Context: an optimization exercise on an open-source flow, tuned for small area. The choices shown serve that exercise and are no tape-out recipe.
Function was checked by simulation only, so behaviour that the tests miss may differ from the original.
No driver is modelled on the clock port, so clocking that relies on it looks cheaper here than on a real chip.
Power is estimated from default activity; no workload was simulated.

Design bc211_core, start of the top module:
module bc211_core (
    input  wire        clk,
    input  wire        rst,
    input  wire [7:0]  cfg_debounce_n,
    input  wire        cfg_notify_en,
    input  wire        tick,
    input  wire        stop,
    input  wire [31:0] now,
    output reg         hid_open,
    input  wire        hid_open_done,
    input  wire        hid_open_ok,
    output reg         hid_close,
    output wire        tx_valid,
    output reg  [7:0]  tx_data,
    output wire        tx_last,
    input  wire        tx_ready,
    input  wire        tx_done,
    input  wire [1:0]  tx_status,
    output wire        rx_req,
    input  wire        rx_valid,
    input  wire [7:0]  rx_data,
    input  wire        rx_timeout,
    output wire [50:0] snap,        
    output wire [5:0]  err,         
    output wire [2:0]  link_sst,
    output wire        link_rc,
    output wire [2:0]  link_bst,
    output wire [5:0]  ev_valid,
    output wire [17:0] ev_prev,
    output wire [17:0] ev_new,
    output wire [31:0] ev_ts,
    output wire [5:0]  nt_valid,
    output wire [17:0] nt_summary
);
==> flow/config.mk <==
export PLATFORM = sky130hd
export DESIGN_NAME = bc211_core
export DESIGN_NICKNAME = bc211_core
export VERILOG_FILES = /design/flow/design.v
export SDC_FILE = /design/flow/constraint.sdc
export NUM_CORES = 4
export LEC_CHECK = 0
export CAP_MARGIN = 0
export CORE_MARGIN = 2
export CORE_UTILIZATION = 40
export CTS_BUF_LIST = sky130_fd_sc_hd__clkbuf_8
export SLEW_MARGIN = 0
==> flow/constraint.sdc <==
create_clock -name core_clock -period 10.0 [get_ports {clk}]
set_input_delay 2.0000 -clock core_clock [delete_from_list [all_inputs] [get_ports {clk}]]
set_output_delay 2.0000 -clock core_clock [all_outputs]
set_load 0.01 [all_outputs]
standard.sh (not shown) runs the stock make flow with config.mk's settings and CLKGATE_MAP_FILE= SYNTH_SCRIPT=/design/flow/synth_recipe.tcl, a recipe that flattens the netlist after the stock synthesis.
==> flow/flow/run.sh <==
#!/bin/bash
# The standard layout with three changes:
#  - synthesis leaves the adders to ABC and maps the logic with an
#    area-oriented ABC script (flow/area.abc); the flip-flops and every other
#    synthesis step are the standard ones (flow/synth_area.tcl);
#  - the port buffers are made from the smallest buffer cell (resizing still
#    upsizes any that timing or slew needs);
#  - the clock tree is two levels of buffers built by flow/clock_tree.tcl
#    before CTS, in place of TritonCTS's H-tree.
set -euo pipefail
here=$PWD
sed "s#SYNTH_SCRIPT=[^ ]*#SYNTH_SCRIPT=$here/flow/synth_area.tcl#" standard.sh > area_standard.sh
grep -q "SYNTH_SCRIPT=$here/flow/synth_area.tcl" area_standard.sh
export AREA_ABC_SCRIPT=$here/flow/area.abc
export BUFFER_PORTS_ARGS="-buffer_cell sky130_fd_sc_hd__buf_1"
export PRE_CTS_TCL=$here/flow/clock_tree.tcl
export CTS_ARGS="-clk_nets clk -dont_use_dummy_load -buf_list sky130_fd_sc_hd__clkbuf_8"
bash area_standard.sh synth > synth.log 2>&1
bash area_standard.sh finish > finish.log 2>&1
Other scripts of this flow, unchanged in this note and not shown: flow/flow/area.abc, flow/flow/clock_tree.tcl, flow/flow/synth_area.tcl
Rerun with:
--- a/flow/design.v
+++ b/flow/design.v
@@ -225,24 +225,23 @@
             end
         end
     end
     wire       poll_ok = fin && (fin_out == O_OK) && (sst == S_READ);
     wire       post    = (xph == X_POST);
     wire       upd     = act || (wt && ph == 3'd0);
     reg  [5:0] dcm;         
     always @(*)
         for (j = 0; j < 6; j = j + 1)
             dcm[j] = (dec_all[3*j +: 3] != cm[3*j +: 3]);
-    wire [7:0] c0  = sm[ph] ? ring[0] : 8'd0;
-    wire [8:0] n   = {1'b0, c0} + 9'd1;
-    wire       cmt = dcm[ph] && (n >= {1'b0, cfg_debounce_n});
-    wire [7:0] c_nx = dcm[ph] ? n[7:0] : 8'd0;
+    wire [7:0] c0  = sm[ph] ? ring[0] : ~cfg_debounce_n;
+    wire       cmt = dcm[ph] && (c0[7:1] == 7'h7F);
+    wire [7:0] c_nx = c0 + 8'd1;
     wire [5:0] commit_now = post ? cf : 6'd0;
     reg  [5:0] full_now;
     always @(*)
         for (j = 0; j < 6; j = j + 1)
             full_now[j] = (pt[2*j +: 2] == 2'b01);
     assign ev_valid = commit_now;
     assign nt_valid = cfg_notify_en ? (commit_now & full_now) : 6'd0;
     always @(posedge clk) begin
         if (rx_byte) begin
             case (idx)
After rerunning: Clock power falls by about 2%; die area drops by 0.67%; global-route usage climbs by 0.15 points; hold slack got worse by 0.0086 ns; clock skew rises by 0.013 ns.

---

bc211_core, a different RTL version from the one above (not shown whole).
Size in the first run: roughly 160 flip-flops, about 240 I/O pins, ~7000 um2 of cells after synthesis.
Design bc211_core, start of the top module:
module bc211_core (
    input  wire        clk,
    input  wire        rst,
    input  wire [7:0]  cfg_debounce_n,
    input  wire        cfg_notify_en,
    input  wire        tick,
    input  wire        stop,
    input  wire [31:0] now,
    output reg         hid_open,
    input  wire        hid_open_done,
    input  wire        hid_open_ok,
    output reg         hid_close,
    output wire        tx_valid,
    output reg  [7:0]  tx_data,
    output wire        tx_last,
    input  wire        tx_ready,
    input  wire        tx_done,
    input  wire [1:0]  tx_status,
    output wire        rx_req,
    input  wire        rx_valid,
    input  wire [7:0]  rx_data,
    input  wire        rx_timeout,
    output wire [50:0] snap,        
    output wire [5:0]  err,         
    output wire [2:0]  link_sst,
    output wire        link_rc,
    output wire [2:0]  link_bst,
    output wire [5:0]  ev_valid,
    output wire [17:0] ev_prev,
    output wire [17:0] ev_new,
    output wire [31:0] ev_ts,
    output wire [5:0]  nt_valid,
    output wire [17:0] nt_summary
);
    localparam [5:0]  STATUS_POLL_MAX = 6'd50;
    localparam [2:0] S_OPEN = 3'd0, S_CONFIG = 3'd1, S_INIT_DIR = 3'd2, S_INIT_PU = 3'd3,
                     S_IDLE = 3'd4, S_READ = 3'd5, S_DEAD = 3'd6, S_OFF = 3'd7;
    localparam [2:0] B_CLOSED = 3'd0, B_IDLE = 3'd1, B_CMD = 3'd2, B_STAT = 3'd3, B_DATA = 3'd4;
    localparam [2:0] X_NONE = 3'd0, X_LOAD = 3'd1, X_SEND = 3'd2, X_SWAIT = 3'd3,
                     X_RWAIT = 3'd4, X_RREQ = 3'd5, X_POST = 3'd6, X_CLASS = 3'd7;
    localparam [2:0] O_OK = 3'd0, O_LEN = 3'd1, O_TIMEOUT = 3'd2, O_BUSY = 3'd3, O_NACK = 3'd4,
                     O_IOERR = 3'd5, O_BADSIZE = 3'd6;
    localparam [2:0] E_NONE = 3'd0, E_DEVNF = 3'd1, E_BUSTIMEOUT = 3'd2, E_BUSERROR = 3'd3,
                     E_INIT = 3'd4, E_BADSIZE = 3'd5, E_IOERROR = 3'd6;
    localparam [2:0] ST_UNKNOWN = 3'd0, ST_EMPTY = 3'd1, ST_CHARGING = 3'd2,
                     ST_FULL = 3'd3, ST_ERROR = 3'd4;
    reg [2:0]  sst;
    reg        rc;
    reg        open_wait;
    reg [2:0]  err_det;
    reg        err_m;       
    reg [2:0]  bst;
    reg [2:0]  xph;
    reg        try_cnt;
    reg [5:0]  k;
    reg [5:0]  idx;         
    reg [1:0]  q;           
  ...
==> flow/config.mk <==
export PLATFORM = sky130hd
export DESIGN_NAME = bc211_core
export DESIGN_NICKNAME = bc211_core
export VERILOG_FILES = /design/flow/design.v
export SDC_FILE = /design/flow/constraint.sdc
export NUM_CORES = 4
export LEC_CHECK = 0
export CAP_MARGIN = 0
export CORE_MARGIN = 2
export CORE_UTILIZATION = 70
export CTS_BUF_LIST = sky130_fd_sc_hd__clkbuf_8
export SLEW_MARGIN = 0
==> flow/constraint.sdc <==
create_clock -name core_clock -period 10.0 [get_ports {clk}]
set_input_delay 2.0000 -clock core_clock [delete_from_list [all_inputs] [get_ports {clk}]]
set_output_delay 2.0000 -clock core_clock [all_outputs]
set_load 0.01 [all_outputs]
Scripts as last shown in full above: flow/flow/run.sh
Other scripts of this flow, unchanged in this note and not shown: flow/flow/area.abc, flow/flow/clock_tree.tcl, flow/flow/synth_area.tcl
Rerun with:
--- a/flow/design.v
+++ b/flow/design.v
@@ -58,21 +58,21 @@
     reg [1:0]  q;           
     reg [11:0] pt;          
     reg [17:0] cm;          
     reg [7:0]  ring [0:5];
     reg [2:0]  ph;
     reg        wt;          
     reg        act;         
     reg [5:0]  sm;          
     reg [5:0]  cf;          
     reg        first;       
-    wire       snap_stale = !(err_det == O_OK && !err_m);
+    reg        snap_stale;
     reg [31:0] snap_ts;
     integer j;
     function [2:0] dec;
         input [1:0] pair;
         case (pair)
             2'b11:   dec = ST_EMPTY;
             2'b10:   dec = ST_CHARGING;
             2'b01:   dec = ST_FULL;
             default: dec = ST_ERROR;
         endcase
@@ -83,29 +83,28 @@
         for (j = 0; j < 6; j = j + 1) begin
             dec_all[3*j +: 3] = dec(pt[2*j +: 2]);
             snap_st[3*j +: 3] = ev_valid[j] ? dec_all[3*j +: 3] : cm[3*j +: 3];
         end
     end
     assign snap       = {snap_ts, snap_stale, snap_st};
     reg [2:0] err_cls;
     always @(*) begin
         case (err_det)
             O_OK:      err_cls = err_m ? E_DEVNF : E_NONE;
-            3'd7:      err_cls = E_NONE;
             O_LEN:     err_cls = E_BUSERROR;
             O_TIMEOUT: err_cls = err_m ? E_INIT : E_BUSTIMEOUT;
             O_IOERR:   err_cls = E_IOERROR;
             O_BADSIZE: err_cls = E_BADSIZE;
             default:   err_cls = err_m ? E_INIT : E_BUSERROR;   
         endcase
     end
-    assign err        = {(err_det == 3'd7) ? O_OK : err_det, err_cls};
+    assign err        = {err_det, err_cls};
     assign link_sst   = sst;
     assign link_rc    = rc;
     assign link_bst   = bst;
     assign ev_prev    = cm;
     assign ev_new     = snap_st;
     assign ev_ts      = snap_ts;
     assign nt_summary = snap_st;
     assign tx_valid = (xph == X_SEND);
     assign rx_req   = (xph == X_RREQ);
     assign tx_last  = (idx == 6'd63);
@@ -272,24 +271,25 @@
             X_LOAD: idx <= 6'd0;
             X_SEND: if (tx_ready) idx <= idx + 6'd1;
             X_RWAIT, X_RREQ: if (rx_byte) idx <= idx + 6'd1;
             default: ;
         endcase
         if (rst) begin
             sst        <= S_OPEN;
             rc         <= 1'b0;
             open_wait  <= 1'b0;
             err_m      <= 1'b0;
-            err_det    <= 3'd7;
+            err_det    <= O_OK;
             bst        <= B_CLOSED;
             xph        <= X_NONE;
             try_cnt    <= 1'b0;
+            snap_stale <= 1'b1;
             snap_ts    <= 32'd0;
             hid_open   <= 1'b0;
             hid_close  <= 1'b0;
             cm         <= 18'd0;
             ph         <= 3'd0;
             wt         <= 1'b0;
             act        <= 1'b0;
             first      <= 1'b1;
         end else begin
             hid_open  <= 1'b0;
@@ -349,50 +349,53 @@
                 S_OPEN: begin
                     if (!open_wait) begin
                         hid_open  <= 1'b1;
                         open_wait <= 1'b1;
                     end else if (hid_open_done) begin
                         open_wait <= 1'b0;
                         if (hid_open_ok) begin
                             bst <= B_IDLE;
                             sst <= S_CONFIG;
                         end else begin
+                            snap_stale <= 1'b1;
                             err_m      <= 1'b1;
                             err_det    <= O_OK;
                             sst        <= S_DEAD;
                         end
                     end
                 end
                 S_CONFIG, S_INIT_DIR, S_INIT_PU: begin
                     if (bst == B_IDLE && xph == X_NONE) begin
                         try_cnt <= 1'b0;
                         bst     <= B_CMD;
                         xph     <= X_LOAD;
                     end else if (fin) begin
                         if (fin_out == O_OK) begin
                             if (sst == S_CONFIG) sst <= S_INIT_DIR;
                             else if (sst == S_INIT_DIR) sst <= S_INIT_PU;
                             else begin
                                 rc  <= 1'b0;
                                 sst <= S_IDLE;
                             end
                         end else if (fin_out == O_IOERR) begin
+                            snap_stale <= 1'b1;
                             err_m      <= 1'b1;
                             err_det    <= O_IOERR;
                             hid_close  <= 1'b1;
                             bst        <= B_CLOSED;
                             if (rc) sst <= S_DEAD;
                             else begin
                                 rc  <= 1'b1;
                                 sst <= S_OPEN;
                             end
                         end else begin
+                            snap_stale <= 1'b1;
                             err_m      <= 1'b1;
                             err_det    <= fin_out;
                             hid_close  <= 1'b1;
                             bst        <= B_CLOSED;
                             sst        <= S_DEAD;
                         end
                     end
                 end
                 S_IDLE: begin
                     if (stop) begin
@@ -404,45 +407,50 @@
                         try_cnt <= 1'b0;
                         bst     <= B_CMD;
                         xph     <= X_LOAD;
                     end
                 end
                 S_READ: begin
                     if (fin) begin
                         case (fin_out)
                             O_OK: begin
                                 snap_ts    <= now;
+                                snap_stale <= 1'b0;
                                 err_m      <= 1'b0;
                                 err_det    <= O_OK;
                                 sst        <= S_IDLE;
                             end
                             O_TIMEOUT: begin
+                                snap_stale <= 1'b1;
                                 err_m      <= 1'b0;
                                 err_det    <= O_TIMEOUT;
                                 sst        <= S_IDLE;
                             end
                             O_IOERR: begin
+                                snap_stale <= 1'b1;
                                 err_m      <= 1'b0;
                                 err_det    <= O_IOERR;
                                 hid_close  <= 1'b1;
                                 bst        <= B_CLOSED;
                                 rc         <= 1'b1;
                                 sst        <= S_OPEN;
                             end
                             O_BADSIZE: begin
+                                snap_stale <= 1'b1;
                                 err_m      <= 1'b0;
                                 err_det    <= O_BADSIZE;
                                 hid_close  <= 1'b1;
                                 bst        <= B_CLOSED;
                                 sst        <= S_DEAD;
                             end
                             default: begin
+                                snap_stale <= 1'b1;
                                 err_m      <= 1'b0;
                                 err_det    <= fin_out;
                                 sst        <= S_IDLE;
                             end
                         endcase
                     end
                 end
                 default: ;
             endcase
         end
Result: The new run went through all stages and came out clean; combinational power goes up by 12%; hold slack gets better by 15 ps; clock power goes down by about 2%; die area goes up by 0.81%; setup slack gets worse by 98 ps; cell area goes up by 0.34%; power goes up by 1.8%; cell count goes up by about 1.3%; utilization is about the same; global-route usage goes up by 2.0 points; register-to-register slack gets worse by 850 ps; area after synthesis goes up by about 0.8%; via count goes up by 2.3%.

---

Another version of the RTL of bc211_core (not shown whole).
For scale: about 780 cells after synthesis, about 150 flip-flops, roughly 0.0067 mm² of cells after synthesis.
==> flow/design.v (excerpt) <==
module bc211_core (
    input  wire        clk,
    input  wire        rst,
    input  wire [7:0]  cfg_debounce_n,
    input  wire        cfg_notify_en,
    input  wire        tick,
    input  wire        stop,
    input  wire [31:0] now,
    output reg         hid_open,
    input  wire        hid_open_done,
    input  wire        hid_open_ok,
    output reg         hid_close,
    output wire        tx_valid,
    output reg  [7:0]  tx_data,
    output wire        tx_last,
    input  wire        tx_ready,
    input  wire        tx_done,
    input  wire [1:0]  tx_status,
    output wire        rx_req,
    input  wire        rx_valid,
    input  wire [7:0]  rx_data,
    input  wire        rx_timeout,
    output wire [50:0] snap,        
    output wire [5:0]  err,         
    output wire [2:0]  link_sst,
    output wire        link_rc,
    output wire [2:0]  link_bst,
    output wire [5:0]  ev_valid,
    output wire [17:0] ev_prev,
    output wire [17:0] ev_new,
    output wire [31:0] ev_ts,
    output wire [5:0]  nt_valid,
    output wire [17:0] nt_summary
);
clock: 10.0 ns
lec_check: 0
cap_margin: 0
core_margin: 2
core_utilization: 70
cts_buf_list: sky130_fd_sc_hd__clkbuf_8
slew_margin: 0
Scripts as last shown in full above: flow/flow/run.sh
Other scripts of this flow, unchanged in this note and not shown: flow/flow/area.abc, flow/flow/clock_tree.tcl, flow/flow/synth_area.tcl
Then changed:
--- a/flow/design.v
+++ b/flow/design.v
@@ -50,21 +50,22 @@
     reg        open_wait;
     reg [2:0]  err_det;
     reg        err_m;       
     reg [2:0]  bst;
     reg [2:0]  xph;
     reg        try_cnt;
+    reg [5:0]  k;
     reg [5:0]  idx;         
     reg [1:0]  q;           
     reg [11:0] pt;          
     reg [17:0] cm;          
     reg [7:0]  ring [0:5];
     reg [2:0]  ph;
     reg        wt;          
     reg        act;         
-    reg [5:0]  ks;
+    reg [5:0]  sm;
     reg        first;       
     wire       snap_stale = !(err_det == O_OK && !err_m);
     reg [31:0] snap_ts;
     integer j;
     function [2:0] dec;
         input [1:0] pair;
@@ -195,13 +196,13 @@
                             if (sst == S_READ) go_data = 1'b1;
                             else begin fin = 1'b1; fin_out = O_OK; end
                         end else if (qq == 2'b10) begin
                             af = 1'b1; af_out = O_NACK;
                         end else if (qq == 2'b11) begin
                             af = 1'b1; af_out = O_TIMEOUT;
-                        end else if (ks == STATUS_POLL_MAX) begin
+                        end else if (k == STATUS_POLL_MAX) begin
                             af = 1'b1; af_out = O_TIMEOUT;
                         end else begin
                             poll_again = 1'b1;
                         end
                     end
                     default: begin  
@@ -228,16 +229,16 @@
     wire       post    = (xph == X_POST);
     wire       upd     = act || (wt && ph == 3'd0);
     reg  [5:0] dcm;         
     always @(*)
         for (j = 0; j < 6; j = j + 1)
             dcm[j] = (dec_all[3*j +: 3] != cm[3*j +: 3]);
-    wire [7:0] c0  = ks[0] ? ring[0] : ~cfg_debounce_n;
+    wire [7:0] c0  = sm[0] ? ring[0] : ~cfg_debounce_n;
     wire       cmt = (c0[7:1] == 7'h7F);      
     wire [7:0] c_nx = c0 + 8'd1;
-    wire [5:0] commit_now = post ? (ks & dcm) : 6'd0;
+    wire [5:0] commit_now = post ? (sm & dcm) : 6'd0;
     reg  [5:0] full_now;
     always @(*)
         for (j = 0; j < 6; j = j + 1)
             full_now[j] = (pt[2*j +: 2] == 2'b01);
     assign ev_valid = commit_now;
     assign nt_valid = cfg_notify_en ? (commit_now & full_now) : 6'd0;
@@ -251,22 +252,22 @@
                 6'd3: if (bst == B_DATA)
                           q <= good ? (d_is2 ? 2'b01 : 2'b11) : (q == 2'b11) ? 2'b11 : 2'b00;
                 default: ;
             endcase
         end
         if (upd)
-            ks <= {cmt, ks[5:1]};
+            sm <= {cmt, sm[5:1]};
         if (pt_lo) begin
             pt[7:0] <= rx_data;
             for (j = 0; j < 4; j = j + 1)
-                ks[j] <= !first && (rx_data[2*j +: 2] == pt[2*j +: 2]);
+                sm[j] <= !first && (rx_data[2*j +: 2] == pt[2*j +: 2]);
         end
         if (pt_hi) begin
             pt[11:8] <= rx_data[3:0];
-            ks[4] <= !first && (rx_data[1:0] == pt[9:8]);
-            ks[5] <= !first && (rx_data[3:2] == pt[11:10]);
+            sm[4] <= !first && (rx_data[1:0] == pt[9:8]);
+            sm[5] <= !first && (rx_data[3:2] == pt[11:10]);
         end
         for (j = 0; j < 5; j = j + 1)
             ring[j] <= ring[j + 1];
         ring[5] <= upd ? c_nx : ring[0];
         case (xph)
             X_LOAD: idx <= 6'd0;
@@ -307,13 +308,13 @@
             for (j = 0; j < 6; j = j + 1)
                 if (commit_now[j])
                     cm[3*j +: 3] <= dec_all[3*j +: 3];
             case (xph)
                 X_LOAD: begin
                     xph  <= X_SEND;
-                    if (bst == B_STAT) ks <= ks + 6'd1;
+                    if (bst == B_STAT) k <= k + 6'd1;
                 end
                 X_SEND: begin
                     if (tx_ready && idx == 6'd63) xph <= X_SWAIT;
                 end
                 X_SWAIT: begin
                     if (tx_done && tx_status == 2'd0)
@@ -325,13 +326,13 @@
                 end
                 X_POST: xph <= X_NONE;
                 default: ;
             endcase
             if (go_stat) begin
                 bst <= B_STAT;
-                ks  <= 6'd0;
+                k   <= 6'd0;
                 xph <= X_LOAD;
             end else if (poll_again) begin
                 xph <= X_LOAD;
             end else if (go_data) begin
                 bst <= B_DATA;
                 xph <= X_LOAD;
Area after synthesis rose by 2.6%. Synthesized cell count fell by 1.9%. Design area rose by 2.2%. Sequential power rose by 4.1%. Core utilization fell by 1.6 points. Clock power rose by about 3%. Register-to-register slack gets worse by 0.71 ns. Power rose by about 5.5%. Final cell count fell by about 1.2%. Setup slack gets worse by 0.30 ns.

separate check: timing with driven ports:
The results above use ideal ports. As a check the final layouts listed here were re-extracted and re-timed, cells and wires unchanged.
Step 1: set_driving_cell puts a clkbuf_16 on clk and a buf_2 on each other input, an assumption about the parent block.
Step 2 times the ports against the registers' clock, not the clock port: input delays grow and output delays shrink by t, the midpoint of the rising clock arrivals with the driver on.
Three values: ideal, step 1, step 2; two values: the first two.
run	shift t [ns]	slack for setup (ns)	hold WS [ns]	worst register clock-pin slew, ns	pins driven straight from the clock port
the first run of note 1	0.438	4.639 / 4.659 / 4.221	0.334 / 0.334 / 0.334	0.11 / 0.11	1
the second run of note 1	0.432	4.603 / 4.626 / 4.194	0.326 / 0.326 / 0.326	0.12 / 0.12	1
the first run of note 2	0.414	5.005 / 4.981 / 4.981	0.323 / 0.323 / 0.323	0.11 / 0.11	1
the second run of note 2	0.412	4.907 / 4.865 / 4.780	0.338 / 0.338 / 0.338	0.11 / 0.11	1
the first run of note 3	0.404	5.096 / 5.062 / 5.286	0.317 / 0.317 / 0.317	0.11 / 0.11	1
the second run of note 3	0.408	4.792 / 4.752 / 5.068	0.321 / 0.321 / 0.321	0.11 / 0.11	1
After both steps every run listed still meets setup and hold. The setup slack of the first run of note 1, which loses most, moves by +0.020 ns with the drivers and by -0.418 ns with both steps.
